This design comes from an exercise in tuning for small area, a short achievable clock period and few clock cycles per item on the open sky130 flow, not from production work. In this exercise RTL edits were held to simulation tests only and were not proved equivalent to the original. Power is estimated from default activity; no workload was simulated.

$ cat design.v
module lfcore_div (
    input  wire        first,
    input  wire [5:0]  diff,
    input  wire        tgt,
    input  wire [15:0] d,
    input  wire [16:0] u,
    input  wire [5:0]  c,
    output wire [16:0] u_n,
    output wire [5:0]  c_n,
    output wire        more
);
    wire [5:0]  dx = first ? diff : 6'd0;
    assign more = u[16] || ((u[15:6] == 10'd0) && (u[5:0] <= dx));
    wire [16:0] a  = u - {11'd0, dx};
    wire [16:0] x  = u;
    wire [16:0] y  = ~{11'd0, dx};
    wire [16:0] z  = {1'b0, d};
    wire [16:0] s  = x ^ y ^ z;
    wire [16:0] m  = (x & y) | (x & z) | (y & z);
    wire [16:0] b  = s + {m[15:0], 1'b1};
    assign u_n = more ? b : a;
    assign c_n = more ? (tgt ? c + 6'd1 : c - 6'd1) : c;
endmodule
module lfcore (
    input  wire         clk,
    input  wire         rst,
    input  wire         cmd_valid,
    input  wire [31:0]  cmd,
    output wire         cmd_ready,
    output reg          rsp_valid,
    output wire [31:0]  result,
    output reg          cmd_err,
    output wire [127:0] frame_out,
    output reg          frame_valid,
    output wire [127:0] dc_out,
    output reg          dc_write,
    output wire         sleep_req,
    output wire [31:0]  now_ms
);
    localparam K_TICK = 0, K_REFRESH = 1, K_MEDGE = 2, K_BEDGE = 3, K_POLL = 4,
               K_RESET = 5, K_STATUS = 6, K_GSTART = 7, K_GSTOP = 8,
               K_GISRUN = 9, K_GSTEP = 10, K_ZON = 11, K_ZOFF = 12,
               K_ZRUN = 13, K_MTICK = 14, K_BCONS = 15, K_SCHED = 16;
    localparam [1:0] M_STOPPED  = 2'd0;
    localparam [1:0] M_RUNNING  = 2'd1;
    localparam [1:0] M_STOPPING = 2'd2;
    localparam [1:0] S_IDLE    = 2'd0;
    localparam [1:0] S_FADEIN  = 2'd1;
    localparam [1:0] S_STEADY  = 2'd2;
    localparam [1:0] S_FADEOUT = 2'd3;
    reg [31:0] now;
    reg        inMotion;
    localparam [8:0]  T9   = 9'd272;       
    localparam [9:0]  T10  = 10'd576;      
    localparam [13:0] T14  = 14'd14338;    
    localparam [8:0]  FT_END = 9'd196;     
    localparam [13:0] MT_END = 14'd1470;   
    localparam [9:0]  LT_END = 10'd940;    
    localparam [9:0]  LT_49  = 10'd647;    
    localparam [9:0]  P499 = 10'd502, P599 = 10'd958, P699 = 10'd370,
                      P899 = 10'd188, P999 = 10'd982;
    reg [13:0] mt;             
    reg        lastLevel;
    reg        depressed;
    reg [9:0]  lt;             
    reg        sdone;
    reg [1:0]  pc;             
    reg        full;           
    reg        lockout;
    reg [1:0]  sched;
    reg [8:0]  ft;             
    reg        asleep;
    reg [23:0] zc;
    reg [3:0]  zt;
    reg [23:0] zf;
    reg [63:0] zd;
    reg [67:0] zq;             
    reg [1:0]  g0m;
    reg        g0dn;
    reg [5:0]  pq;
    reg [8:0]  pr;
    reg        g1r, g2r;
    reg [9:0]  ga1, ga2;       
    reg        go1, go2;       
    reg [5:0]  fz, fg0;
    reg        fg1, fg2;
    assign sleep_req = asleep;
    assign now_ms    = now;
    wire [15:0] fz16  = {10'd0, fz};
    wire [15:0] fg016 = {10'd0, fg0};
    wire [15:0] fg116 = {10'd0, {6{fg1}}};
    wire [15:0] fg216 = {10'd0, {6{fg2}}};
    assign frame_out = {fg216, fg216, fg116, fg016, fz16, fz16, fz16, fz16};
    wire [15:0] dc16 = {10'd0, full, 5'b11111};
    assign dc_out = {8{dc16}};
    reg [9:0]  res_lo;
    reg        res16;
    assign result = {15'd0, res16, 6'd0, res_lo};
    reg        rdy;
    reg        s_v;
    reg        s_wait;
    reg [5:0]  s_hi;
    reg [7:0]  s_lo;
    wire [16:0] s_oh;
    assign s_oh[K_TICK]    = s_hi[0] & s_lo[1];
    assign s_oh[K_REFRESH] = s_hi[0] & s_lo[2];
    assign s_oh[K_MEDGE]   = s_hi[0] & s_lo[3];
    assign s_oh[K_BEDGE]   = s_hi[0] & s_lo[4];
    assign s_oh[K_POLL]    = s_hi[0] & s_lo[5];
    assign s_oh[K_RESET]   = s_hi[0] & s_lo[6];
    assign s_oh[K_STATUS]  = s_hi[0] & s_lo[7];
    assign s_oh[K_GSTART]  = s_hi[1] & s_lo[0];
    assign s_oh[K_GSTOP]   = s_hi[1] & s_lo[1];
    assign s_oh[K_GISRUN]  = s_hi[1] & s_lo[2];
    assign s_oh[K_GSTEP]   = s_hi[1] & s_lo[3];
    assign s_oh[K_ZON]     = s_hi[2] & s_lo[0];
    assign s_oh[K_ZOFF]    = s_hi[2] & s_lo[1];
    assign s_oh[K_ZRUN]    = s_hi[2] & s_lo[2];
    assign s_oh[K_MTICK]   = s_hi[3] & s_lo[0];
    assign s_oh[K_BCONS]   = s_hi[4] & s_lo[0];
    assign s_oh[K_SCHED]   = s_hi[5] & s_lo[0];
    reg        s_za;           
    reg        s_z1;           
    reg [1:0]  s_idx;
    reg [15:0] s_imm;
    assign cmd_ready = rdy;
    wire [7:0] c_op  = cmd[31:24];
    wire [7:0] c_idx = cmd[23:16];
    wire [5:0] c_hi;
    wire [7:0] c_lo;
    genvar gk;
    generate
        for (gk = 0; gk < 6; gk = gk + 1) begin : g_hi
            assign c_hi[gk] = (c_op[7:4] == gk);
        end
        for (gk = 0; gk < 8; gk = gk + 1) begin : g_lo
            assign c_lo[gk] = (c_op[3:0] == gk);
        end
    endgenerate
    wire [15:0] zd0 = zd[15:0];
    wire [3:0]  zact;
    genvar gz;
    generate for (gz = 0; gz < 4; gz = gz + 1) begin : g_act
        assign zact[gz] = (zf[6*gz +: 6] != 6'd0);
    end endgenerate
    wire z0slow = (zd0[15:6] == 10'd0);
    wire [3:0] zser = {zact[3:1], zact[0] & z0slow};
    wire c_slow = ((c_op == 8'h01) && (zser != 4'd0)) ||
                  (c_op == 8'h20) || (c_op == 8'h21) || (c_op == 8'h22) ||
                  (c_op == 8'h06);
    wire       go = s_v && !s_wait;
    reg [3:0]  zoh;            
    reg        zfirst;         
    reg        zrot;           
    wire [16:0] e_rn;
    wire [5:0]  e_cn;
    wire        e_more;
    lfcore_div u_step (
        .first(zfirst), .diff(zf[5:0]), .tgt(zt[0]), .d(zd0),
        .u(zq[16:0]), .c(zc[5:0]), .u_n(e_rn), .c_n(e_cn), .more(e_more)
    );
    wire s_hold = s_v && s_wait;
    wire w_on   = s_hold && s_oh[K_TICK];
    wire w_need = zact[0] && (!zoh[0] || z0slow);
    wire w_step = w_on && !zrot && s_fl[4] && (!zfirst || w_need);
    wire w_rot  = zrot;
    wire w_zop  = s_hold && !zrot && (zoh[s_idx]);
    wire [5:0] lvl0 = zc[5:0];
    wire s_imm1 = s_z1;
    wire s_imm0 = s_imm1 && !s_imm[0];
    wire s_idx0 = s_za && (s_idx == 2'd0);
    wire [4:0] s_fl = {s_idx0 && s_imm0, s_idx0 && s_imm1,
                       s_za && (s_idx != 2'd3) && s_imm0, s_za, s_za && s_imm0};
    wire v_tick    = s_oh[K_TICK]    & s_fl[4] & ~s_wait;
    wire v_refresh = s_oh[K_REFRESH] & s_fl[4];
    wire v_medge   = s_oh[K_MEDGE]   & s_fl[4];
    wire v_bedge   = s_oh[K_BEDGE]   & s_fl[3];
    wire v_poll    = s_oh[K_POLL]    & s_fl[4];
    wire v_reset   = s_oh[K_RESET]   & s_fl[4] & ~s_wait;
    wire v_status  = s_oh[K_STATUS]  & s_fl[4];
    wire v_gstart  = s_oh[K_GSTART]  & s_fl[2];
    wire v_gstop   = s_oh[K_GSTOP]   & s_fl[2];
    wire v_gisrun  = s_oh[K_GISRUN]  & s_fl[2];
    wire v_gstep   = s_oh[K_GSTEP]   & s_fl[2];
    wire v_zon     = s_oh[K_ZON]     & s_fl[1];
    wire v_zoff    = s_oh[K_ZOFF]    & s_fl[1];
    wire v_zrun    = s_oh[K_ZRUN]    & s_fl[0];
    wire v_mtick   = s_oh[K_MTICK]   & s_fl[4];
    wire v_bcons   = s_oh[K_BCONS]   & s_fl[4];
    wire v_sched   = s_oh[K_SCHED]   & s_fl[4];
    wire s_ok = v_tick | v_refresh | v_medge | v_bedge | v_poll | v_reset |
                v_status | v_gstart | v_gstop | v_gisrun | v_gstep | v_zon |
                v_zoff | v_zrun | v_mtick | v_bcons | v_sched;
    wire poll_aw  = v_poll & ~asleep;
    wire do_btn   = poll_aw | v_bcons;
    wire do_mtick = poll_aw | v_mtick;
    wire do_sched = poll_aw | v_sched;
    wire do_run   = poll_aw;
    wire btn_short = do_btn && (pc == 2'd1);
    wire btn_long  = do_btn && (pc == 2'd2);
    wire im2 = inMotion && !btn_long && !(do_mtick && (mt == MT_END));
    wire idle_or_fo = (sched == S_IDLE) || (sched == S_FADEOUT);
    wire ft0      = (ft == FT_END);
    wire a_on     = do_sched &&  idle_or_fo && im2;
    wire a_idle   = do_sched && (sched == S_FADEOUT) && !im2 && ft0;
    wire a_off    = do_sched && !idle_or_fo && !im2;
    wire a_steady = do_sched && (sched == S_FADEIN) && im2 && ft0;
    wire [1:0] sched_n = a_on ? S_FADEIN : a_off ? S_FADEOUT :
                         a_idle ? S_IDLE : a_steady ? S_STEADY : sched;
    wire g0sel = (s_idx == 2'd0), g1sel = (s_idx == 2'd1), g2sel = (s_idx == 2'd2);
    wire start0 = a_steady || (v_gstart && g0sel);
    wire start1 = a_steady || (v_gstart && g1sel);
    wire start2 = a_steady || (v_gstart && g2sel);
    wire stop0  = a_off || (v_gstop && g0sel);
    wire stop1  = a_off || (v_gstop && g1sel);
    wire stop2  = a_off || (v_gstop && g2sel);
    wire step0  = do_run || (v_gstep && g0sel);
    wire step1  = do_run || (v_gstep && g1sel);
    wire step2  = do_run || (v_gstep && g2sel);
    wire g0run  = (g0m == M_RUNNING);
    wire g0stp  = (g0m == M_STOPPING);
    wire pq0    = (pq == 6'd0);
    wire [5:0] g0_b   = pq;
    wire       g0_end = g0stp && pq0;
    wire       g0_stopr = stop0 && g0run;              
    wire       g0_clr   = start0 || g0_stopr || (step0 && g0_end);
    wire [1:0] g0m_a    = start0 ? M_RUNNING :
                          g0_stopr ? (pq0 ? M_STOPPED : M_STOPPING) : g0m;
    wire [1:0] g0m_n    = (step0 && g0_end && !start0) ? M_STOPPED : g0m_a;
    wire       g1r_a  = start1 || (!stop1 && g1r);
    wire       g2r_a  = start2 || (!stop2 && g2r);
    wire       g1_clr = start1 || stop1;
    wire       g2_clr = start2 || stop2;
    wire       g1_on  = g1r_a && (g1_clr || go1);
    wire       g2_on  = g2r_a && !g2_clr && go2;
    wire sleep_ok = (sched_n == S_IDLE) && !im2 && !depressed &&
                    (do_btn || (pc == 2'd0)) && (g0m_a != M_STOPPING);
    wire zs_T    = a_on;                  
    wire z0set_s = a_on || a_off;
    wire zop_T    = s_oh[K_ZON];
    wire zop_do   = w_zop && (v_zon | v_zoff);
    wire zrun_do  = w_zop && v_zrun;
    wire        up_c    = (pr >= 9'd437);            
    wire [8:0]  pr_up   = up_c ? pr - 9'd437 : pr + 9'd63;
    wire        dn_c    = (pr < 9'd63);              
    wire [8:0]  pr_dn   = dn_c ? pr + 9'd437 : pr - 9'd63;
    wire [5:0]  pq_inc  = pq + 6'd1;
    wire [5:0]  pq_dec  = pq - 6'd1;
    always @(posedge clk) begin
        if (rst) begin
            rdy         <= 1'b1;
            s_v         <= 1'b0;
            rsp_valid   <= 1'b0;
            frame_valid <= 1'b0;
            dc_write    <= 1'b0;
        end else begin
            rdy <= rdy ? !(cmd_valid && c_slow) : go;
            if (rdy)
                s_v <= cmd_valid;
            else if (go)
                s_v <= 1'b0;
            rsp_valid   <= go;
            frame_valid <= v_refresh;
            dc_write    <= v_reset || btn_short;
        end
    end
    always @(posedge clk) begin
        if (rst) begin
            s_hi   <= 6'd0;
        end else if (!s_hold) begin
            s_hi   <= (rdy && cmd_valid) ? c_hi : 6'd0;
        end
        if (!s_hold) begin
            s_wait <= c_slow;
            s_lo   <= c_lo;
            s_za   <= (c_idx[7:2] == 6'd0);
            s_z1   <= (cmd[15:1] == 15'd0);
            s_idx  <= c_idx[1:0];
            s_imm  <= cmd[15:0];
            zoh    <= 4'b0001;
            zfirst <= 1'b1;
            zrot   <= 1'b0;
        end else if (s_oh[K_RESET]) begin
            s_wait <= 1'b0;
        end else if (zrot) begin
            zrot   <= 1'b0;
            zfirst <= 1'b1;
            zoh    <= {zoh[2:0], zoh[3]};
            if (zoh[3])
                s_wait <= 1'b0;
        end else begin
            zfirst <= 1'b0;
            if (!w_step || !e_more)
                zrot <= 1'b1;
        end
        if (zrun_do) begin
            res_lo <= {4'd0, lvl0};
        end else if (go && !v_zrun) begin
            res_lo  <= ({10{v_status}} &
                        {lastLevel, pc, sched, asleep, lockout, ~full, depressed, inMotion}) |
                       ({10{v_gisrun}} & {9'd0, g0sel ? g0run : g1sel ? g1r : g2r}) |
                       ({10{v_gstep & g0sel}} & {4'd0, g0_b}) |
                       ({10{v_gstep & g1sel & g1_on}} & 10'd63) |
                       ({10{v_gstep & g2sel & g2_on}} & 10'd100);
        end
        if (go) begin
            cmd_err <= !s_ok;
            res16   <= v_gstep && (g0sel ? (g0run && !pq0) : g1sel ? g1_on : g2_on);
        end
    end
    reg rst_q, rstop_q;
    always @(posedge clk) begin
        rst_q   <= rst;
        rstop_q <= !rst && s_hold && s_oh[K_RESET] && s_fl[4];
    end
    wire rs  = rst_q || rstop_q;
    always @(posedge clk) begin
        if (rs) begin
            now       <= 32'd0;
            inMotion  <= 1'b0;
            mt        <= MT_END;
            lastLevel <= 1'b1;
            depressed <= 1'b0;
            lt        <= LT_END;
            sdone     <= 1'b1;
            pc        <= 2'd0;
            full      <= 1'b1;
            lockout   <= 1'b0;
            sched     <= S_IDLE;
            ft        <= FT_END;
            asleep    <= 1'b0;
        end else begin
            if (v_tick)
                now <= now + 32'd1;
            if (v_tick | v_refresh | v_medge | v_bedge)
                asleep <= 1'b0;
            else if (do_sched && sleep_ok)
                asleep <= 1'b1;
            if (v_medge) begin
                if (!lockout) begin
                    mt       <= 14'd1;
                    inMotion <= 1'b1;
                end
            end else if (v_tick) begin
                if (mt != MT_END) mt <= {mt[12:0], ^(mt & T14)};
            end else begin
                if (btn_long) mt <= MT_END;
                if (do_btn || do_mtick) inMotion <= im2;
            end
            if (v_bedge) begin
                if (s_imm[0] != lastLevel) begin
                    lastLevel <= s_imm[0];
                    if (!s_imm[0]) begin
                        depressed <= 1'b1;
                        lt        <= 10'd1;
                        sdone     <= 1'b0;
                    end else if (depressed) begin
                        depressed <= 1'b0;
                        if (lt == LT_END)  pc <= 2'd2;
                        else if (sdone)    pc <= 2'd1;
                    end
                end
            end else if (v_tick) begin
                if (lt != LT_END) lt <= {lt[8:0], ^(lt & T10)};
                if (lt == LT_49)  sdone <= 1'b1;
            end else if (do_btn) begin
                pc <= 2'd0;
                if (btn_short) full <= ~full;
                if (btn_long)  lockout <= ~lockout;
            end
            if (v_tick) begin
                if (!ft0) ft <= {ft[7:0], ^(ft & T9)};
            end else if (do_sched) begin
                sched <= sched_n;
                if (a_on || a_off) ft <= 9'd1;
            end
        end
    end
    wire z0_tick = v_tick && !z0slow;
    wire z0_step = w_step || z0_tick;
    wire e_settle = e_more && (zt[0] ? (zc[5:0] == 6'd62) : (zc[5:0] == 6'd1));
    generate for (gz = 0; gz < 4; gz = gz + 1) begin : g_zone
        localparam integer gn = (gz + 1) % 4;
        always @(posedge clk) begin
            if (rs) begin
                zc[6*gz +: 6] <= 6'd0;
                zt[gz]        <= 1'b0;
                zf[6*gz +: 6] <= 6'd0;
            end else if (w_rot) begin
                zc[6*gz +: 6] <= zc[6*gn +: 6];
                zt[gz]        <= zt[gn];
                zf[6*gz +: 6] <= zf[6*gn +: 6];
            end else if (gz == 0) begin
                if (zop_do) begin
                    zt[0] <= zop_T;
                    if (s_imm == 16'd0) begin
                        zc[5:0] <= {6{zop_T}};
                        zf[5:0] <= 6'd0;
                    end else begin
                        zf[5:0] <= zop_T ? ~lvl0 : lvl0;
                    end
                end else if (z0set_s) begin
                    zt[0]   <= zs_T;
                    zf[5:0] <= zs_T ? ~lvl0 : lvl0;
                end else if (z0_step) begin
                    zc[5:0] <= e_cn;
                    if (e_settle)
                        zf[5:0] <= 6'd0;
                end
            end
        end
        if (gz == 0) begin : g_s0
            always @(posedge clk) begin
                if (rs) begin
                    zq[16:0] <= 17'd1;
                end else if (w_rot) begin
                    zd[15:0] <= zd[31:16];
                    zq[16:0] <= zq[33:17];
                end else if (zop_do) begin
                    zd[15:0] <= s_imm;
                    zq[16:0] <= {1'b0, s_imm};
                end else if (z0set_s) begin
                    zd[15:0] <= 16'd500;
                    zq[16:0] <= 17'd500;
                end else if (z0_step) begin
                    zq[16:0] <= e_rn;
                end
            end
        end else begin : g_sk
            always @(posedge clk) begin
                if (w_rot) begin
                    zd[16*gz +: 16] <= zd[16*gn +: 16];
                    zq[17*gz +: 17] <= zq[17*gn +: 17];
                end
            end
        end
    end endgenerate
    always @(posedge clk) begin
        if (rs)
            fz <= 6'd0;
        else if (do_run || (zrun_do && (s_idx == 2'd0)))
            fz <= lvl0;
    end
    always @(posedge clk) begin
        if (rs) begin
            g0m   <= M_STOPPED;
            g0dn  <= 1'b0;
            pq    <= 6'd0;
            pr    <= 9'd0;
            g1r   <= 1'b0;
            g2r   <= 1'b0;
            ga1   <= 10'd1;
            ga2   <= 10'd1;
            go1   <= 1'b1;
            go2   <= 1'b0;
            fg0   <= 6'd0;
            fg1   <= 1'b0;
            fg2   <= 1'b0;
        end else begin
            if (v_tick) begin
                if (g0stp) begin
                    pr <= pr_up;
                    if (up_c && !pq0) pq <= pq_dec;
                end else if (g0run) begin
                    if (!g0dn) begin
                        pr <= pr_up;
                        if (up_c) pq <= pq_inc;
                        if (pq == 6'd62 && pr == 9'd437) g0dn <= 1'b1;
                    end else begin
                        pr <= pr_dn;
                        if (dn_c) pq <= pq_dec;
                        if (pq == 6'd0 && pr == 9'd63) g0dn <= 1'b0;
                    end
                end
                if (g1r) begin
                    ga1 <= (ga1 == P999) ? 10'd1 : {ga1[8:0], ^(ga1 & T10)};
                    if (ga1 == P499) go1 <= 1'b0;
                    if (ga1 == P999) go1 <= 1'b1;
                end
                if (g2r) begin
                    ga2 <= (ga2 == P999) ? 10'd1 : {ga2[8:0], ^(ga2 & T10)};
                    if (ga2 == P599 || ga2 == P899) go2 <= 1'b1;
                    if (ga2 == P699 || ga2 == P999) go2 <= 1'b0;
                end
            end else begin
                g0m <= g0m_n;
                if (g0_clr) begin
                    g0dn <= 1'b0;
                    pr   <= 9'd0;
                end
                if (start0)
                    pq <= 6'd0;
                if (step0)
                    fg0 <= start0 ? 6'd0 : g0_b;
                g1r <= g1r_a;
                if (g1_clr) begin
                    ga1 <= 10'd1;
                    go1 <= 1'b1;
                end
                if (step1) fg1 <= g1_on;
                g2r <= g2r_a;
                if (g2_clr) begin
                    ga2 <= 10'd1;
                    go2 <= 1'b0;
                end
                if (step2) fg2 <= g2_on;
            end
        end
    end
endmodule
$ cat flow/run.sh
#!/bin/bash
# The standard layout (standard.sh) with three changes to how the
# layout is made:
#  - sky130_fd_sc_hd__buf_2 as the port buffer cell (every input and
#    output port still gets its own buffer);
#  - constant outputs keep the synthesis's shared tie cells (no per-port
#    tie copies); repair_design buffers those nets as needed;
#  - clock tree synthesis without dummy loads, with sink clusters of up
#    to 24 flip-flops (120 um), for fewer clock buffers.
# The make output goes to standard.log in this folder.
export BUFFER_PORTS_ARGS="-buffer_cell sky130_fd_sc_hd__buf_2"
export SKIP_REPAIR_TIE_FANOUT=1
export CTS_ARGS="-sink_clustering_enable -sink_clustering_size 24 -sink_clustering_max_diameter 120 -repair_clock_nets -dont_use_dummy_load"
bash standard.sh > standard.log 2>&1
$ cat standard.sh
#!/bin/bash
# synth_recipe.tcl (not shown) runs the flow's synth.tcl, then flattens the netlist and writes it again
# the make line also repeats each setting of config.mk as NAME=value (left out here)
make -C /OpenROAD-flow-scripts/flow DESIGN_CONFIG=/design/flow/config.mk WORK_HOME=/design/flow/orfs CLKGATE_MAP_FILE= SYNTH_SCRIPT=/design/flow/synth_recipe.tcl "${@:-finish}"
$ cat config.mk
export PLATFORM = sky130hd
export DESIGN_NAME = lfcore
export DESIGN_NICKNAME = lfcore
export VERILOG_FILES = /design/flow/design.v
export SDC_FILE = /design/flow/constraint.sdc
export NUM_CORES = 4
export LEC_CHECK = 0
export CAP_MARGIN = 20
export CORE_MARGIN = 2
export CORE_UTILIZATION = 40
export SLEW_MARGIN = 20
$ cat constraint.sdc
create_clock -name core_clock -period 12.0 [get_ports {clk}]
set_input_delay 2.4000 -clock core_clock [delete_from_list [all_inputs] [get_ports {clk}]]
set_output_delay 2.4000 -clock core_clock [all_outputs]
set_load 0.01 [all_outputs]
==> results.yml, run 1 <==
floorplan:
  fp.dieH_um: 227
  rows: 81
  start_util_pct: 40.5
  core-area_mm2: 0.0491
  io-pin-count: 361
  dieArea_mm2: 0.0515
  floorplan.die.width_um: 227
global_routing:
  first_global_vias: 13280
  grt_pass1_wl_mm: 75.7
  grt_max_degree: 182
  grt_overflow: 0
  antenna_found_initial: 2
  grt_use_total_pct: 18.5
synthesis:
  netlist_area_mm2: 0.0199
  synth_compound_area_share_pct: 14.6
  synth_seq_area_share_pct: 45.5
  synthAdderAreaFrac_pct: 3.80
  synth_edf_count: 152
  muxShareOfSynthArea_pct: 3.11
  synthesis.nets: 2198
  synth_top_family_by_area: "simple AND/OR/NAND/NOR gates"
  yosys_warnings: 1
  syn_inst: 2109
  ys_seq_elements: 376
  synth.distinct_cells: 94
  async_reset_ff_share_pct: 0
  yosys.area_share.xor_xnor_pct: 2.69
  synth-simple-area-share_pct: 16.5
  synth_area_per_cell_um2: 9.43
  ys.flop_type: "dfxtp_1"
place:
  hpwl_mm: 34.5
  gp_congestion: 0.905
  portBuffers: 139
  place_ws_ns: 8.22
  place_area_mm2: 0.0192
detailed_routing:
  num_vias: 14260
  drtIter0Drc: 1145
  drc: 0
  firstDrtPassIters: 6
  via_per_inst: 5.50
  routed_wl_mm: 48.6
  ant_nets: 0
  detail_route.wl_per_cell_um: 18.7
clock_tree:
  clock-sinks: 376
  cts_tree: "yes"
  cts_resized: 0
  cts_root_buf: "clkbuf_16"
  ctsHtreeMaxLevel: 1
  clk_latency_ns: 0.56
  cts_inserted_buffers: 19
  post_cts_buffers: 0
  cts_hold_buffers: 0
  clk_pin_slew_worst_paths_ns: 0.11
  cts_buffer_depth: 3
hold_path:
  hold_end: "zq[18]"
  hold_class: "reg -> reg"
  holdPathStages: 0
  min_from: "zq[35]"
timing:
  setup-tns-final_ns: 0
  rsz0062_at_grt: "no"
  max_freq_ghz: 0.259
  slew_viol_final: 0
  fin_skew_ns: 0.0527
  finalCritPeriodShare_pct: 32.2
  fin_ws_ns: 8.14
  slew_headroom_pct: 28.5
  hold_viol: 0
  setup_violations: 0
  worstMarginPinSlew_ns: 1.07
  period_needed_ns: 3.86
pwr:
  total_leakage_power_nw: 7.28
  ir_drop_uv: 93.3
  power_per_cell_area_mw_per_mm2: 109
worst_setup_path:
  crit_chain: "nand3b_1 > a2111oi_4 > a211oi_2 > buf_4 > mux2i_1 > nand2_1 > nor2_2 > a31oi_1 > o221a_2"
  start_kind: "flop"
  end_kind: "flop"
  r2r_end: "zq[10]"
  worstSetupPathType: "reg -> reg"
  worstPathArrival_ns: 4.29
  cp_top_family: "simple AND/OR/NAND/NOR gates"
  worst-path-buf-inv: 1
  cp_max_fo: 15
  crit_required_ns: 12.43
  worst-r2r-cell-count: 9
  regToRegSetupSlack_ns: 8.14
  r2r-start: "s_imm[0]"
  crit_path_top_delay_cell: "nor2_2"
  crit_path_max_incr_delay_ns: 0.66
finish:
  drive_above_1_share_pct: 10.7
  utilization_pct: 40.1
  final_area_mm2: 0.0196
  syn2layout_area_growth_pct: -1.17
  fin_nets: 2017
status:
  status: "finished clean"
run:
  cap_violations: 0
==> metrics by stage <==
| stage | hold WS [ns] | instances | power (mW) |
|---|---|---|---|
| 4_1_cts | 0.389 | 2590 | 2.18 |
| 3_3_place_gp | 0.401 | 2571 | 1.49 |
| 2_1_floorplan | 0.400 | 2109 | 1.51 |
| 6_report | 0.384 | 2592 | 2.15 |
| 5_1_grt | 0.391 | 2590 | 2.23 |
| 3_5_place_dp | 0.405 | 2571 | 1.49 |
==> synth_stat cells, types with 8 or more instances <==
library cell	instances	area (µm²)
o21ai_0	80	400
a31oi_1	19	119
xor2_1	27	236
a21oi_1	99	495
a22oi_1	32	240
o21a_1	11	82.6
a21o_1	12	90.1
buf_2	8	40.0
mux2i_1	58	581
a22o_1	28	245
nor3_1	60	300
nand2_1	153	574
fa_1	8	160
nand4_1	21	131
o22a_1	8	70.1
and2_1	15	93.8
a221oi_1	13	114
inv_1	97	364
nor4_1	28	175
and3_1	17	106
edfxtp_1	152	4560
dfxtp_1	224	4480
buf_4	267	2000
nor2_1	198	743
ha_1	46	576
xnor2_1	34	298
nand2b_1	11	68.8
o211ai_1	16	120
or3_1	21	131
buf_1	9	33.8
a211oi_1	18	135
nor2b_1	12	75.1
o31ai_1	9	67.6
clkbuf_1	67	251
nand3_1	89	445
==> where the power goes <==
group          total, mW  internal [mW]  switching, mW  leakage (nW)
clock network      0.683          0.285          0.398         0.234
logic              0.120         0.0319         0.0879          3.75
registers           1.34           1.33         0.0135          3.29
total               2.15           1.65          0.500          7.28
==> layer usage <==
metal  vias up  wire length [µm]  GRT usage [%]
met5         -                 0              0
met4         0               836           3.92
met3        43              2400           2.13
met2       379             23100           30.6
met1      6970             22300           26.1
li1       6868                 -              -
==> how the worst max path moves through the flow <==
| stage | end | depth (start not counted) | start | slack, ns |
|---|---|---|---|---|
| 2_1_floorplan | zd[0] | 5 | zrot | 7.58 |
| 3_3_place_gp | res_lo[2] | 9 | s_imm[0] | 8.34 |
| 3_5_place_dp | res_lo[2] | 9 | s_imm[0] | 8.22 |
| 4_1_cts | frame_out[96] | 1 | fg2 | 8.19 |
| 5_1_grt | zq[10] | 9 | s_imm[0] | 7.95 |
| 6_report | zq[10] | 9 | s_imm[0] | 8.14 |
==> area by class of cell <==
| class | count | area, µm² |
|---|---|---|
| repair buffers | 152 | 793 |
| fillers | 4878 | 29400 |
| diodes | 2 | 5.00 |
| clock buffers | 19 | 475 |
| multi-input cells | 1281 | 8120 |
| inverters | 98 | 368 |
| flip-flops and latches | 376 | 9050 |
| well taps | 664 | 831 |
==> cell usage in the layout (no fill, tap or decap), types with 15 or more instances in the layout <==
master       n
dfxtp_1    223
nor2_1     196
nand2_1    153
edfxtp_1   152
buf_2      139
a21oi_1     99
inv_1       97
nand3_1     89
o21ai_0     80
nor3_1      60
mux2i_1     58
ha_1        46
xnor2_1     34
a22oi_1     32
nor4_1      28
a22o_1      28
xor2_1      27
nand4_1     21
or3_1       21
a31oi_1     19
clkbuf_16   19
a211oi_1    18
and3_1      17
o211ai_1    16
and2_1      15
==> state kept, by name, summed over array words and instances (netlist names), 6 cells and up <==
register and flops:
fg0 6, ft 9, fz 6, ga1 10
ga2 10, lt 10, mt 14, now 32
pq 6, pr 9, res_lo 10, s_hi 6
s_imm 16, s_lo 8, zc 24, zd 64
zf 24, zq 68
==> cell families (layout without fill, tap and decap cells) <==
kind of cell / after synthesis / count (layout)
AOI/OAI and AO/OA: 423 / 423
xor gates and xnor gates: 61 / 61
adders and majority gates: 56 / 56
buffers and inverters: 452 / 269
DFF: 376 / 376
muxes: 60 / 60
other: 2 / 4
and+or+nand+nor: 679 / 679
Testbench counts, summed over its fixed seeds: cycles 472,464, ops 472,456.
==> inputs of run 2 (changes only) <==
==> flow/run.sh (replaced) <==
#!/bin/bash
# The standard layout (standard.sh) with three changes to how the
# layout is made:
#  - sky130_fd_sc_hd__buf_2 as the port buffer cell (every input and
#    output port still gets its own buffer);
#  - constant outputs keep the synthesis's shared tie cells (no per-port
#    tie copies); repair_design buffers those nets as needed;
#  - clock tree synthesis without dummy loads.
# The make output goes to standard.log in this folder.
export BUFFER_PORTS_ARGS="-buffer_cell sky130_fd_sc_hd__buf_2"
export SKIP_REPAIR_TIE_FANOUT=1
export CTS_ARGS="-sink_clustering_enable -repair_clock_nets -dont_use_dummy_load"
bash standard.sh > standard.log 2>&1
==> results.yml, run 2 <==
synthesis:
  synth_edf_count: 152
  synthesis.nets: 2198
  synth.distinct_cells: 94
  yosys_warnings: 1
  synth_seq_area_share_pct: 45.5
  ys_seq_elements: 376
  netlist_area_mm2: 0.0199
  synth_area_leaders: "edfxtp_1, dfxtp_1, buf_4, nor2_1, mux2i_1"
  syn_inst: 2109
  async_reset_ff_share_pct: 0
  synth_top_area_cell: "edfxtp_1"
  ys.flop_type: "dfxtp_1"
  yosysTopAreaCellShare_pct: 23.0
  yosysMostFrequentCell: "buf_4"
  synth_area_per_cell_um2: 9.43
  synth_commonest_cells: "buf_4, dfxtp_1, nor2_1, nand2_1, edfxtp_1"
timing:
  hold_viol: 0
  worst_hold_slack_ns: 0.401
  slew_viol_final: 0
  rsz0062_at_grt: "no"
  period_needed_ns: 3.83
  finalCritPeriodShare_pct: 31.9
  max_freq_ghz: 0.261
  fin_skew_ns: 0.0552
  setup_violations: 0
  setup-tns-final_ns: 0
  worstMarginPinSlew_ns: 1.05
  slew_headroom_pct: 29.7
status:
  status: "finished clean"
detailed_routing:
  drtIter0Drc: 1128
  drc: 0
  routed_wl_mm: 49.2
  num_vias: 14313
  detail_route.wl_per_cell_um: 18.8
  ant_nets: 0
  firstDrtPassIters: 6
  via_per_inst: 5.48
clock_tree:
  cts_buffer_depth: 3
  cts_hold_buffers: 0
  cts_resized: 0
  ctsHtreeMaxLevel: 2
  cts_inserted_buffers: 41
  cts_tree: "yes"
  clk_pin_slew_worst_paths_ns: 0.06
  clk_latency_ns: 0.58
  clock-sinks: 376
  cts_root_buf: "clkbuf_16"
  post_cts_buffers: 0
worst_setup_path:
  end_kind: "flop"
  worstPathArrival_ns: 4.25
  cp_max_fo: 15
  worstSetupPathType: "reg -> reg"
  start_kind: "flop"
  crit_required_ns: 12.42
hold_path:
  hold_class: "reg -> reg"
floorplan:
  floorplan.die.width_um: 227
  core-area_mm2: 0.0491
  io-pin-count: 361
  start_util_pct: 40.5
  fp.dieH_um: 227
  dieArea_mm2: 0.0515
  rows: 81
global_routing:
  grt_overflow: 0
  grt_pass1_wl_mm: 76.5
  antenna_found_initial: 2
  grt_use_total_pct: 18.9
  grt_max_degree: 182
  first_global_vias: 13507
finish:
  layout_common_cells: "dfxtp_1, nor2_1, nand2_1"
  largest_register_ffs: 68
  layout_commonest_cell: "dfxtp_1"
  top_register: "zq"
  fin_nets: 2039
  drive_above_1_share_pct: 11.8
  finalNonFillerCells: 2613
  syn2layout_area_growth_pct: 1.59
  utilization_pct: 41.2
  final_area_mm2: 0.0202
  reg_top3: "zq: 68 flops, zd: 64 flops, now: 32 flops"
  fill_cells: 4838
place:
  place_area_mm2: 0.0192
  hpwl_mm: 34.5
  gp_congestion: 0.905
  portBuffers: 139
  placed_cells: 2571
pwr:
  clock_power_share_pct: 42.1
  p_int_mw: 1.96
  power_per_cell_area_mw_per_mm2: 125
  swShare_pct: 22.4
  seqPwrFrac_pct: 53.2
  ir_drop_uv: 123
  power_switching_mw: 0.567
  total_leakage_power_nw: 7.55
  pwr-share-comb_pct: 4.7
run:
  cap_violations: 0
==> run 2: cell counts after synthesis <==
Identical to the previous run, type by type.
==> run 2: worst max-delay path, cell delays in order, from the launching register on <==
cell,delay [ns]
edfxtp_1,0.55
nand3b_1,0.60
a2111oi_4,0.62
a211oi_2,0.09
buf_4,0.23
mux2i_1,0.30
nand2_1,0.31
nor2_2,0.65
a31oi_1,0.08
o221a_2,0.27
==> run 2: path summary, 6_finish.rpt <==
check                           startpoint      to  slack (ns)  cells after the start
worst max-delay path              s_imm[0]  zq[10]        8.17                      9
worst min-delay path                zq[50]  zq[33]        0.40                      0
worst max register to register    s_imm[0]  zq[10]        8.17                      9
worst min register to register      zq[50]  zq[33]        0.40                      0
==> run 2: cell families after synthesis <==
logic type | after synthesis | share of synthesized area [%]
xor+xnor | 61 | 2.69
fa+ha+maj | 56 | 3.80
simple gates | 679 | 16.5
mux | 60 | 3.11
buf+inv | 452 | 13.7
flops | 376 | 45.5
other cells | 2 | 0.0378
compound gates | 423 | 14.6
==> run 2: per-layer routing <==
layer | vias up | part of all wire (%) | wire length, µm | global-route usage [%]
met3 | 67 | 5.1 | 2500 | 2.79
met2 | 376 | 47 | 23000 | 30.4
li1 | 6919 | - | - | -
met4 | 0 | 2.4 | 1200 | 6.35
met1 | 6951 | 46 | 22500 | 26.1
met5 | - | 0 | 0 | 0
==> run 2: per-stage QoR <==
stage	setup slack (ns)	power, mW
6_report	8.17	2.53
5_1_grt	7.97	2.62
4_1_cts	8.21	2.56
3_5_place_dp	8.22	1.49
3_3_place_gp	8.34	1.49
2_1_floorplan	7.58	1.51
==> run 2: power by group through the flow <==
stage                     clock network (mW)  logic [mW]  registers (mW)
after floorplan                            0       0.145            1.36
after global placement                     0       0.117            1.37
after detailed placement                   0       0.118            1.37
after CTS                               1.10       0.119            1.34
after global routing                    1.15       0.131            1.34
final                                   1.06       0.119            1.34
==> run 2: layout make-up <==
cell class	count	area (µm²)	area share, %
timing repair buffer	152	793	3.93
clock buffer	41	1030	5.08
tap	664	831	4.11
inverter	98	368	1.82
sequential	376	9050	44.8
multi-input combinational	1281	8120	40.2
antenna	1	2.50	0.0124
==> inputs of run 3 (changes only) <==
--- a/design.v
+++ b/design.v
@@ -122,3 +122,4 @@
     reg        s_za;           
-    reg        s_z1;           
+    reg        s_zh;           
+    reg        s_zl;           
     reg [1:0]  s_idx;
@@ -168,3 +169,3 @@
     wire [5:0] lvl0 = zc[5:0];
-    wire s_imm1 = s_z1;
+    wire s_imm1 = s_zh && s_zl;
     wire s_imm0 = s_imm1 && !s_imm[0];
@@ -276,3 +277,4 @@
             s_za   <= (c_idx[7:2] == 6'd0);
-            s_z1   <= (cmd[15:1] == 15'd0);
+            s_zh   <= (cmd[15:8] == 8'd0);
+            s_zl   <= (cmd[7:1] == 7'd0);
             s_idx  <= c_idx[1:0];
--- a/flow/run.sh
+++ b/flow/run.sh
@@ -7,3 +7,4 @@
 #    tie copies); repair_design buffers those nets as needed;
-#  - clock tree synthesis without dummy loads.
+#  - clock tree synthesis without dummy loads, with sink clusters of up
+#    to 24 flip-flops (120 um), for fewer clock buffers.
 # The make output goes to standard.log in this folder.
@@ -11,3 +12,3 @@
 export SKIP_REPAIR_TIE_FANOUT=1
-export CTS_ARGS="-sink_clustering_enable -repair_clock_nets -dont_use_dummy_load"
+export CTS_ARGS="-sink_clustering_enable -sink_clustering_size 24 -sink_clustering_max_diameter 120 -repair_clock_nets -dont_use_dummy_load"
 bash standard.sh > standard.log 2>&1
--- a/config.mk
+++ b/config.mk
@@ -9,3 +9,3 @@
 export CORE_MARGIN = 2
-export CORE_UTILIZATION = 40
+export CORE_UTILIZATION = 50
 export SLEW_MARGIN = 20
==> results.yml, run 3 <==
synthesis:
  synth_top_area_cell: "edfxtp_1"
  ys_seq_elements: 377
  synth.distinct_cells: 90
  yosys_warnings: 1
  synth_edf_count: 153
  netlist_area_mm2: 0.0197
  synth_area_per_cell_um2: 9.45
  ys.flop_type: "dfxtp_1"
  synth_area_leaders: "edfxtp_1, dfxtp_1, buf_4, nor2_1, nand2_1"
  async_reset_ff_share_pct: 0
  yosysMostFrequentCell: "buf_4"
  syn_inst: 2087
  synth_commonest_cells: "buf_4, dfxtp_1, nor2_1, nand2_1, edfxtp_1"
  yosysTopAreaCellShare_pct: 23.3
  synthesis.nets: 2176
  synth_seq_area_share_pct: 46.1
floorplan:
  core-area_mm2: 0.0388
  fp.dieH_um: 203
  io-pin-count: 361
  dieArea_mm2: 0.0410
  start_util_pct: 50.8
  floorplan.die.width_um: 203
  rows: 72
timing:
  hold_viol: 0
  finalCritPeriodShare_pct: 34.4
  setup_violations: 0
  slew_headroom_pct: 30.1
  setup-tns-final_ns: 0
  worst_hold_slack_ns: 0.411
  slew_viol_final: 0
  period_needed_ns: 4.13
  rsz0062_at_grt: "no"
  fin_skew_ns: 0.0456
  max_freq_ghz: 0.242
  worstMarginPinSlew_ns: 1.04
place:
  hpwl_mm: 34.0
  placed_cells: 2405
  place_area_mm2: 0.0188
  portBuffers: 139
  gp_congestion: 0.924
run:
  cap_violations: 0
finish:
  reg_top3: "zq: 68 flops, zd: 64 flops, now: 32 flops"
  top_register: "zq"
  layout_common_cells: "dfxtp_1, nor2_1, nand2_1"
  largest_register_ffs: 68
  layout_commonest_cell: "dfxtp_1"
  fill_cells: 3628
  diodes: 0
  drive_above_1_share_pct: 10.7
  finalNonFillerCells: 2424
  final_area_mm2: 0.0193
  utilization_pct: 49.8
  syn2layout_area_growth_pct: -2.00
  fin_nets: 1997
clock_tree:
  clock-sinks: 377
  post_cts_buffers: 0
  cts_inserted_buffers: 19
  ctsHtreeMaxLevel: 1
  cts_hold_buffers: 0
  cts_buffer_depth: 3
  cts_root_buf: "clkbuf_16"
  cts_resized: 0
  cts_tree: "yes"
  clk_pin_slew_worst_paths_ns: 0.09
  clk_latency_ns: 0.55
worst_setup_path:
  worst-r2r-cell-count: 8
  worstSetupPathType: "reg -> reg"
  crit_required_ns: 12.36
  cp_max_fo: 17
  end_kind: "flop"
  worstPathArrival_ns: 4.49
  start_kind: "flop"
status:
  status: "finished clean"
pwr:
  ir_drop_uv: 95.8
  power_per_cell_area_mw_per_mm2: 111
  total_leakage_power_nw: 7.23
global_routing:
  grt_pass1_wl_mm: 75.2
  antenna_found_initial: 0
  grt_max_degree: 182
  first_global_vias: 13404
  grt_overflow: 0
  grt_use_total_pct: 22.8
detailed_routing:
  firstDrtPassIters: 8
  routed_wl_mm: 47.7
  drc: 0
  via_per_inst: 5.81
  ant_nets: 0
  drtIter0Drc: 1009
  num_vias: 14077
  detail_route.wl_per_cell_um: 19.7
hold_path:
  hold_class: "reg -> reg"
  holdPathStages: 0
run 3: cell count changes in the layout (fill, tap and decap cells not counted), moves of 7 or more:
cell,delta
nor3_1,-20
nand2b_1,+7
mux2i_1,-7
clkbuf_16,-22
nor2_1,+10
or3_1,-9
a21oi_1,+13
a22oi_1,-10
run 3: kinds of logic (layout without fill, tap and decap cells):
family	after synthesis	count (layout)	share of synthesized area (%)
AOI/OAI and AO/OA	418	418	14.3
xor gates and xnor gates	64	64	2.84
adders and majority gates	55	55	3.78
buffers and inverters	447	266	13.6
DFF	377	377	46.1
muxes	54	54	2.82
other	2	2	0.0381
and+or+nand+nor	670	670	16.5
run 3: final cells by class:
type                    instances  area [µm²]  area share (%)
multi-input cells            1263        7960            41.2
repair buffers                151         790            4.09
flip-flops and latches        377        9080            47.0
clock buffers                  19         475            2.46
inverters                      96         360            1.87
well taps                     518         648            3.35
run 3: worst paths after layout:
| kind | from | end | slack [ns] |
|---|---|---|---|
| hold / removal | zd[57] | zd[41] | 0.41 |
| setup / recovery | s_idx[1] | zc[0] | 7.87 |
| hold reg to reg | zd[57] | zd[41] | 0.41 |
| setup reg to reg | s_idx[1] | zc[0] | 7.87 |
run 3: metal layers:
metal,vias to the layer above,track usage [%],share of wire (%)
met5,-,0,0
met4,0,7.35,3.3
met3,74,2.47,5.0
met2,406,38.0,47
met1,6821,31.3,45
li1,6776,-,-
run 3: through the flow:
step                power (mW)  setup slack [ns]
global route              2.21              7.53
detailed placement        1.48              7.94
global placement          1.48              8.16
finish                    2.14              7.87
CTS                       2.16              7.88
floorplan                 1.51              7.65
run 3: power breakdown:
part	internal (mW)	total, mW	switching [mW]	leakage [nW]
registers	1.33	1.35	0.0130	3.24
clock network	0.285	0.680	0.395	0.234
logic	0.0282	0.110	0.0819	3.76
total	1.65	2.14	0.490	7.23
run 3: worst max-delay path: stages (launching register included):
cell and delay (ns):
edfxtp_1 0.51, nor2_1 0.58, nand2_2 0.28, o311ai_4 0.81
mux2i_1 0.65, nand3_1 0.24, a22o_1 0.35, a2111oi_0 0.44
a211oi_1 0.09
Testbench counts of run 3, summed over its fixed seeds: cycles 472,464, ops 472,456.
==> inputs of run 4 (changes only) <==
--- a/config.mk
+++ b/config.mk
@@ -9,3 +9,3 @@
 export CORE_MARGIN = 2
-export CORE_UTILIZATION = 50
+export CORE_UTILIZATION = 40
 export SLEW_MARGIN = 20
==> results.yml, run 4 <==
floorplan:
  fp.dieH_um: 226
  start_util_pct: 40.4
  floorplan.die.width_um: 226
  io-pin-count: 361
  dieArea_mm2: 0.0511
  core-area_mm2: 0.0487
  rows: 81
detailed_routing:
  ant_nets: 0
  firstDrtPassIters: 6
  routed_wl_mm: 47.1
  detail_route.wl_per_cell_um: 18.3
  drc: 0
  num_vias: 14045
  drtIter0Drc: 1088
  via_per_inst: 5.46
hold_path:
  hold_class: "reg -> reg"
timing:
  slew_viol_final: 0
  max_freq_ghz: 0.241
  hold_viol: 0
  finalCritPeriodShare_pct: 34.6
  rsz0062_at_grt: "no"
  fin_skew_ns: 0.0239
  setup-tns-final_ns: 0
  period_needed_ns: 4.15
  worstMarginPinSlew_ns: 1.02
  slew_headroom_pct: 31.8
  setup_violations: 0
pwr:
  pwr-share-comb_pct: 5.1
  power_switching_mw: 0.489
  seqPwrFrac_pct: 63.0
  p_int_mw: 1.65
  swShare_pct: 22.9
  power_per_cell_area_mw_per_mm2: 109
  total_leakage_power_nw: 7.24
  clock_power_share_pct: 31.9
  ir_drop_uv: 99.4
finish:
  top_register: "zq"
  syn2layout_area_growth_pct: -1.02
  fill_cells: 4806
  fin_nets: 1999
  drive_above_1_share_pct: 10.8
  largest_register_ffs: 68
  layout_commonest_cell: "dfxtp_1"
  layout_common_cells: "dfxtp_1, nor2_1, nand2_1"
  utilization_pct: 40.0
  reg_top3: "zq: 68 flops, zd: 64 flops, now: 32 flops"
  diodes: 0
synthesis:
  synth_commonest_cells: "buf_4, dfxtp_1, nor2_1, nand2_1, edfxtp_1"
  syn_inst: 2087
  synth_area_leaders: "edfxtp_1, dfxtp_1, buf_4, nor2_1, nand2_1"
  async_reset_ff_share_pct: 0
  netlist_area_mm2: 0.0197
  ys.flop_type: "dfxtp_1"
  synth_area_per_cell_um2: 9.45
  yosysMostFrequentCell: "buf_4"
  synth.distinct_cells: 90
  synthesis.nets: 2176
  yosys_warnings: 1
  ys_seq_elements: 377
  synth_seq_area_share_pct: 46.1
  yosysTopAreaCellShare_pct: 23.3
  synth_top_area_cell: "edfxtp_1"
  synth_edf_count: 153
global_routing:
  antenna_found_initial: 1
  first_global_vias: 13424
  grt_use_total_pct: 18.2
  grt_max_degree: 182
  grt_overflow: 0
  grt_pass1_wl_mm: 74.5
worst_setup_path:
  crit_path_top_delay_cell: "o311ai_4"
  worst-path-buf-inv: 0
  start_kind: "flop"
  crit_path_max_incr_delay_ns: 0.77
  cp_max_fo: 17
  cp_top_family: "compound AO/OA/AOI/OAI gates"
  end_kind: "flop"
  crit_chain: "nor2_1 > nand2_2 > o311ai_4 > mux2i_1 > nand3_1 > a22o_1 > a2111oi_0 > a211oi_1"
  worstSetupPathType: "reg -> reg"
  crit_required_ns: 12.38
  worstPathArrival_ns: 4.53
place:
  portBuffers: 139
  hpwl_mm: 33.9
  gp_congestion: 0.932
run:
  cap_violations: 0
clock_tree:
  clock-sinks: 377
  cts_resized: 0
  cts_buffer_depth: 3
  post_cts_buffers: 0
  cts_hold_buffers: 0
  clk_pin_slew_worst_paths_ns: 0.10
  ctsHtreeMaxLevel: 1
  cts_tree: "yes"
  cts_root_buf: "clkbuf_16"
  clk_latency_ns: 0.54
  cts_inserted_buffers: 19
status:
  status: "finished clean"
==> run 4: path summary, 6_finish.rpt <==
| path | cells after the start | slack [ns] | startpoint | end |
|---|---|---|---|---|
| worst min register to register | 0 | 0.41 | zq[36] | zq[19] |
| worst min-delay path | 0 | 0.41 | zq[36] | zq[19] |
| worst max register to register | 8 | 7.85 | s_idx[1] | zc[0] |
| worst max-delay path | 8 | 7.85 | s_idx[1] | zc[0] |
==> run 4: power by group through the flow <==
stage	Sequential (mW)	Combinational (mW)	Clock (mW)
final	1.35	0.110	0.680
after global routing	1.35	0.122	0.750
after CTS	1.35	0.109	0.711
after detailed placement	1.38	0.109	0
after global placement	1.37	0.109	0
after floorplan	1.37	0.137	0
==> run 4: worst reg2reg max path, stage by stage (launching register included) <==
cell,delay [ns]
edfxtp_1,0.53
nor2_1,0.59
nand2_2,0.29
o311ai_4,0.77
mux2i_1,0.69
nand3_1,0.23
a22o_1,0.35
a2111oi_0,0.46
a211oi_1,0.09
==> run 4: cells by family (layout without fill, tap and decap cells) <==
family | count (synthesis) | count (layout) | share of synthesized area, %
adder cells (fa/ha/maj) | 55 | 55 | 3.78
other | 2 | 2 | 0.0381
flip-flops | 377 | 377 | 46.1
XOR/XNOR | 64 | 64 | 2.84
AO/OA/AOI/OAI | 418 | 418 | 14.3
multiplexers | 54 | 54 | 2.82
AND/OR/NAND/NOR | 670 | 670 | 16.5
buffers and inverters | 447 | 268 | 13.6
==> run 4: metrics by stage <==
step                      hold slack, ns  cell area (µm²)  setup WS, ns  total power [mW]  std cells
final                              0.414            19500          7.85              2.14       2572
after global routing               0.423            19500          7.44              2.22       2572
after CTS                          0.422            19500          7.82              2.17       2572
after detailed placement           0.405            19000          7.90              1.48       2553
after global placement             0.400            19000          8.17              1.48       2553
after floorplan                    0.400            19700          7.65              1.51       2087
==> run 4: layer usage <==
metal  vias to the layer above  GRT usage [%]  routed length, µm
met5                         -              0                  0
met4                         0           4.93               1030
met3                        66           1.96               2450
met2                       408           31.3              23100
met1                      6796           24.3              20600
li1                       6775              -                  -
==> run 4: area by class of cell <==
type	count	area, µm²	area share [%]
flip-flops and latches	377	9080	46.5
multi-input cells	1263	7960	40.8
clock buffers	19	475	2.44
inverters	96	360	1.85
well taps	664	831	4.26
repair buffers	153	801	4.10
==> inputs of run 5 (changes only) <==
--- a/design.v
+++ b/design.v
@@ -12,3 +12,5 @@
     wire [5:0]  dx = first ? diff : 6'd0;
-    assign more = u[16] || ((u[15:6] == 10'd0) && (u[5:0] <= dx));
+    wire        u_le_diff = (u[15:6] == 10'd0) && (u[5:0] <= diff);
+    wire        u_le_0    = (u[15:0] == 16'd0);
+    assign more = u[16] || (first ? u_le_diff : u_le_0);
     wire [16:0] a  = u - {11'd0, dx};
@@ -122,4 +124,3 @@
     reg        s_za;           
-    reg        s_zh;           
-    reg        s_zl;           
+    reg        s_z1;           
     reg [1:0]  s_idx;
@@ -169,3 +170,3 @@
     wire [5:0] lvl0 = zc[5:0];
-    wire s_imm1 = s_zh && s_zl;
+    wire s_imm1 = s_z1;
     wire s_imm0 = s_imm1 && !s_imm[0];
@@ -277,4 +278,3 @@
             s_za   <= (c_idx[7:2] == 6'd0);
-            s_zh   <= (cmd[15:8] == 8'd0);
-            s_zl   <= (cmd[7:1] == 7'd0);
+            s_z1   <= (cmd[15:1] == 15'd0);
             s_idx  <= c_idx[1:0];
==> results.yml, run 5 <==
status:
  status: "finished clean"
worst_setup_path:
  worstSetupPathType: "reg -> out"
  crit_required_ns: 9.60
  worst-r2r-cell-count: 7
  r2r_end: "ga2[0]"
  crit_path_top_delay_cell: "dfxtp_1"
  worst-path-buf-inv: 1
  r2r-start: "s_imm[0]"
  worstPathArrival_ns: 1.38
  cp_max_fo: 13
  cp_top_family: "flip-flops"
  regToRegSetupSlack_ns: 8.42
  start_kind: "flop"
  crit_path_max_incr_delay_ns: 0.61
  crit_chain: "buf_2"
  end_kind: "output port"
synthesis:
  ys_seq_elements: 376
  syn_inst: 2123
  synth_edf_count: 152
  synth_compound_area_share_pct: 14.4
  ys.flop_type: "dfxtp_1"
  yosysTopAreaCellShare_pct: 22.8
  synth_area_leaders: "edfxtp_1, dfxtp_1, buf_4, nor2_1, ha_1"
  synth_top_family_by_area: "simple AND/OR/NAND/NOR gates"
  synth_area_per_cell_um2: 9.45
  muxShareOfSynthArea_pct: 2.94
  synth_top_area_cell: "edfxtp_1"
  synth_commonest_cells: "buf_4, dfxtp_1, nor2_1, nand2_1, edfxtp_1"
  synth_seq_area_share_pct: 45.1
  synth.distinct_cells: 97
  yosys.area_share.xor_xnor_pct: 2.75
  yosysMostFrequentCell: "buf_4"
  synthesis.nets: 2218
  synth-simple-area-share_pct: 16.8
  async_reset_ff_share_pct: 0
  yosys_warnings: 1
  synthAdderAreaFrac_pct: 4.09
  netlist_area_mm2: 0.0201
detailed_routing:
  drc: 0
  drtIter0Drc: 1009
  num_vias: 14313
  ant_nets: 0
  routed_wl_mm: 47.7
  via_per_inst: 5.48
  detail_route.wl_per_cell_um: 18.2
  firstDrtPassIters: 5
clock_tree:
  cts_inserted_buffers: 19
  post_cts_buffers: 0
  cts_resized: 0
  clk_pin_slew_worst_paths_ns: 0.11
  clk_latency_ns: 0.55
  cts_buffer_depth: 3
  ctsHtreeMaxLevel: 1
  clock-sinks: 376
  cts_tree: "yes"
  cts_root_buf: "clkbuf_16"
  cts_hold_buffers: 0
finish:
  final-seq-area_mm2: 0.00905
  top_register: "zq"
  finalNonFillerCells: 2614
  layout_common_cells: "dfxtp_1, nor2_1, nand2_1"
  syn2layout_area_growth_pct: -1.18
  fill_cells: 4990
  multi_input_area_mm2: 0.00823
  drive_above_1_share_pct: 11.1
  layout_commonest_cell: "dfxtp_1"
  utilization_pct: 39.8
  fin_nets: 2038
  reg_top3: "zq: 68 flops, zd: 64 flops, now: 32 flops"
  largest_register_ffs: 68
hold_path:
  hold_end: "zq[36]"
  hold_class: "reg -> reg"
  holdPathStages: 0
  min_from: "zq[53]"
floorplan:
  core-area_mm2: 0.0499
  rows: 82
  floorplan.die.width_um: 228
  start_util_pct: 40.2
  fp.dieH_um: 228
  dieArea_mm2: 0.0520
  io-pin-count: 361
pwr:
  total_leakage_power_nw: 7.45
  ir_drop_uv: 85.8
  power_per_cell_area_mw_per_mm2: 108
global_routing:
  grt_overflow: 0
  grt_pass1_wl_mm: 75.5
  antenna_found_initial: 2
  grt_use_total_pct: 17.8
  first_global_vias: 13730
  grt_max_degree: 182
timing:
  worstMarginPinSlew_ns: 1.06
  setup-tns-final_ns: 0
  hold_viol: 0
  fin_skew_ns: 0.0211
  slew_viol_final: 0
  period_needed_ns: 3.78
  slew_headroom_pct: 29.4
  finalCritPeriodShare_pct: 31.5
  rsz0062_at_grt: "no"
  max_freq_ghz: 0.265
  setup_violations: 0
place:
  portBuffers: 139
  placed_cells: 2594
  gp_congestion: 0.938
  hpwl_mm: 33.9
run:
  cap_violations: 0
==> run 5: final cells by class <==
cell class / count / share of cell area (%)
Tap cell: 672 / 4.24
Inverter: 110 / 2.08
Clock buffer: 19 / 2.40
Antenna cell: 1 / 0.0126
Timing Repair Buffer: 154 / 4.08
Multi-Input combinational cell: 1282 / 41.5
Sequential cell: 376 / 45.7
==> run 5: kinds of logic after synthesis <==
family,after synthesis
compound gates,431
simple gates,668
flops,376
mux,57
fa+ha+maj,61
xor+xnor,63
other cells,2
buf+inv,465
==> run 5: through the flow <==
stage / worst slack [ns] / instance area (µm²) / hold WS [ns] / total power [mW]
6_report: 8.22 / 19800 / 0.403 / 2.14
3_3_place_gp: 8.49 / 19300 / 0.402 / 1.48
2_1_floorplan: 7.77 / 20100 / 0.400 / 1.50
4_1_cts: 8.18 / 19800 / 0.403 / 2.16
3_5_place_dp: 8.45 / 19300 / 0.405 / 1.48
5_1_grt: 8.14 / 19800 / 0.404 / 2.21
==> run 5: where the power goes <==
| part | internal, mW | total [mW] | leakage (nW) | switching, mW |
|---|---|---|---|---|
| registers | 1.33 | 1.35 | 3.28 | 0.0158 |
| clock network | 0.285 | 0.691 | 0.234 | 0.405 |
| logic | 0.0282 | 0.107 | 3.94 | 0.0784 |
| total | 1.64 | 2.14 | 7.45 | 0.500 |
==> run 5: worst max-delay path by stage <==
stage	cells after the start	endpoint	slack (ns)	from
after global placement	7	ga2[0]	8.49	s_imm[0]
after CTS	1	frame_out[96]	8.18	fg2
after global routing	1	frame_out[114]	8.14	fg2
after detailed placement	7	ga2[0]	8.45	s_imm[0]
final	1	frame_out[114]	8.22	fg2
after floorplan	4	zd[0]	7.77	zrot
==> run 5: routing by layer <==
metal | global-route usage, % | vias to the layer above | wire length, µm
met5 | 0 | - | 0
met4 | 5.45 | 0 | 1350
met1 | 24.0 | 6930 | 21400
met3 | 2.31 | 80 | 2460
li1 | - | 6893 | -
met2 | 29.6 | 410 | 22500
Testbench counts of run 5, summed over its fixed seeds: cycles 472,464, ops 472,456.
==> inputs of run 6 (changes only) <==
--- a/config.mk
+++ b/config.mk
@@ -9,3 +9,3 @@
 export CORE_MARGIN = 2
-export CORE_UTILIZATION = 40
+export CORE_UTILIZATION = 50
 export SLEW_MARGIN = 20
==> results.yml, run 6 <==
worst_setup_path:
  worst-r2r-cell-count: 9
  crit_path_end: "zf[3]"
  worstSetupStartpoint: "zrot"
  end_kind: "flop"
  r2r-start: "zrot"
  cp_max_fo: 63
  start_kind: "flop"
  crit_path_max_incr_delay_ns: 0.68
  crit_path_top_delay_cell: "dfxtp_4"
  regToRegSetupSlack_ns: 8.09
  cp_common_cell: "buf_4"
  r2r_end: "zf[3]"
  crit_chain: "buf_4 > buf_4 > nor2_1 > and3_1 > buf_4 > o32ai_1 > nand2_1 > o21ai_0 > a221o_1"
  worstPathArrival_ns: 4.41
  worstSetupPathType: "reg -> reg"
  crit_required_ns: 12.50
pwr:
  power_per_cell_area_mw_per_mm2: 109
  ir_drop_uv: 107
  clock_power_share_pct: 32.1
  pwr-share-comb_pct: 5.0
  power_switching_mw: 0.496
  swShare_pct: 23.2
  seqPwrFrac_pct: 62.9
  p_int_mw: 1.64
  total_leakage_power_nw: 7.46
finish:
  drive_above_1_share_pct: 11.1
  layout_commonest_cell: "dfxtp_1"
  syn2layout_area_growth_pct: -2.05
  finalNonFillerCells: 2469
  utilization_pct: 49.6
  layout_common_cells: "dfxtp_1, nor2_1, nand2_1"
  largest_register_ffs: 68
  reg_top3: "zq: 68 flops, zd: 64 flops, now: 32 flops"
  fin_nets: 2039
  top_register: "zq"
synthesis:
  synthesis.nets: 2218
  syn_inst: 2123
  yosysTopAreaCellShare_pct: 22.8
  synth_area_per_cell_um2: 9.45
  synth_commonest_cells: "buf_4, dfxtp_1, nor2_1, nand2_1, edfxtp_1"
  yosys_warnings: 1
  netlist_area_mm2: 0.0201
  synth_area_leaders: "edfxtp_1, dfxtp_1, buf_4, nor2_1, ha_1"
  synth_seq_area_share_pct: 45.1
  synth_top_area_cell: "edfxtp_1"
  yosysMostFrequentCell: "buf_4"
  async_reset_ff_share_pct: 0
  synth_edf_count: 152
  synth.distinct_cells: 97
  ys_seq_elements: 376
  ys.flop_type: "dfxtp_1"
place:
  gp_congestion: 0.876
  portBuffers: 139
  hpwl_mm: 33.3
  place_ws_ns: 8.18
  placed_cells: 2448
run:
  cap_violations: 0
global_routing:
  antenna_found_initial: 2
  use_met3_pct: 2.81
  grt_pass1_wl_mm: 73.8
  grt_use_met2_pct: 38.0
  first_global_vias: 13511
  grt_use_met1_pct: 29.0
  grt_max_degree: 182
  grt_overflow: 0
  grt_busiest_layer: "met2"
  grt_use_total_pct: 22.1
timing:
  finalCritPeriodShare_pct: 32.5
  worstMarginPinSlew_ns: 0.897
  rsz0062_at_grt: "no"
  setup_violations: 0
  slew_viol_final: 0
  max_freq_ghz: 0.256
  fin_ws_ns: 8.09
  slew_headroom_pct: 40.1
  period_needed_ns: 3.91
  worst_hold_slack_ns: 0.401
  setup-tns-final_ns: 0
  hold_viol: 0
  fin_skew_ns: 0.0439
detailed_routing:
  firstDrtPassIters: 5
  via_per_inst: 5.80
  num_vias: 14321
  drc: 0
  routed_wl_mm: 46.7
  detail_route.wl_per_cell_um: 18.9
  drtIter0Drc: 1101
  ant_nets: 0
clock_tree:
  cts_resized: 0
  ctsHtreeMaxLevel: 1
  cts_inserted_buffers: 19
  post_cts_buffers: 0
  cts_root_buf: "clkbuf_16"
  cts_buffer_depth: 3
  cts_hold_buffers: 0
  clock-sinks: 376
  clk_latency_ns: 0.56
  clk_pin_slew_worst_paths_ns: 0.11
  cts_tree: "yes"
status:
  status: "finished clean"
hold_path:
  min_from: "zq[37]"
  hold_class: "reg -> reg"
floorplan:
  fp.dieH_um: 204
  start_util_pct: 50.6
  rows: 73
  dieArea_mm2: 0.0417
  core-area_mm2: 0.0396
  floorplan.die.width_um: 204
  io-pin-count: 361
run 6: cell counts after synthesis:
No cell type changed its count.
run 6: power by group through the flow:
stage          Combinational [mW]  Clock, mW  Sequential [mW]
6_report                    0.108      0.687             1.34
5_1_grt                     0.119      0.750             1.35
4_1_cts                     0.108      0.712             1.34
3_5_place_dp                0.108          0             1.37
3_3_place_gp                0.106          0             1.37
2_1_floorplan               0.138          0             1.37
run 6: logic make-up after synthesis:
group / share of synthesized area, %
AND/OR/NAND/NOR: 16.8
buffers and inverters: 13.9
AO/OA/AOI/OAI: 14.4
flip-flops: 45.1
XOR/XNOR: 2.75
adder cells (fa/ha/maj): 4.09
multiplexers: 2.94
other: 0.0374
run 6: how the worst min path moves through the flow:
| stage | endpoint | slack [ns] | depth (start not counted) |
|---|---|---|---|
| after global placement | zq[25] | 0.40 | 0 |
| after CTS | zq[20] | 0.41 | 0 |
| after floorplan | zd[16] | 0.40 | 0 |
| after global routing | zq[25] | 0.41 | 0 |
| after detailed placement | zq[22] | 0.40 | 0 |
| final | zq[20] | 0.40 | 0 |
run 6: cell type report:
class	count	area, µm²
diodes	2	5.00
clock buffers	19	475
fillers	3740	20000
inverters	110	413
multi-input cells	1282	8230
flip-flops and latches	376	9050
well taps	525	657
repair buffers	155	816
run 6: critical path, delay by kind of cell, from the launching register on:
family,cells,cell delay (ns)
AOI/OAI and AO/OA,3,0.93
buffers and inverters,3,1.51
DFF,1,0.68
and+or+nand+nor,3,0.61
run 6: per-stage QoR:
stage               area [µm²]  power, mW
detailed placement       19200       1.48
CTS                      19600       2.16
finish                   19700       2.14
floorplan                20100       1.50
global route             19600       2.22
global placement         19200       1.48
run 6: routing by layer:
layer | part of all wire [%] | vias up
li1 | - | 6908
met1 | 43 | 6965
met2 | 49 | 371
met3 | 5.0 | 75
met4 | 2.9 | 2
met5 | 0.017 | -

-- port drivers added, routing unchanged --
How much do the figures lean on ideal ports? The routed layouts below were timed once more, with nothing changed but the port constraints.
Step 1 (the two cells are an assumption about what drives the block):
set clk [get_ports {clk}]
set_driving_cell -lib_cell sky130_fd_sc_hd__clkbuf_16 $clk
set_driving_cell -lib_cell sky130_fd_sc_hd__buf_2 [delete_from_list [all_inputs] $clk]
Step 2 also shifts input and output timing later by t, the mid clock arrival at the registers, as if the neighbouring blocks saw the same clock.
Three values: no drivers, after step 1, after step 2; two values: the first two.
run	t, ns	slack for setup (ns)	worst register clock-pin slew, ns
run 1	0.587	8.140 / 8.140 / 8.140	0.11 / 0.11
run 2	0.609	8.173 / 8.173 / 8.173	0.06 / 0.06
run 3	0.581	7.875 / 7.875 / 7.875	0.11 / 0.11
run 4	0.583	7.854 / 7.854 / 7.854	0.10 / 0.10
run 5	0.586	8.224 / 8.172 / 8.416	0.11 / 0.11
run 6	0.599	8.094 / 8.094 / 8.094	0.11 / 0.11
After both steps every run listed still meets setup and hold.
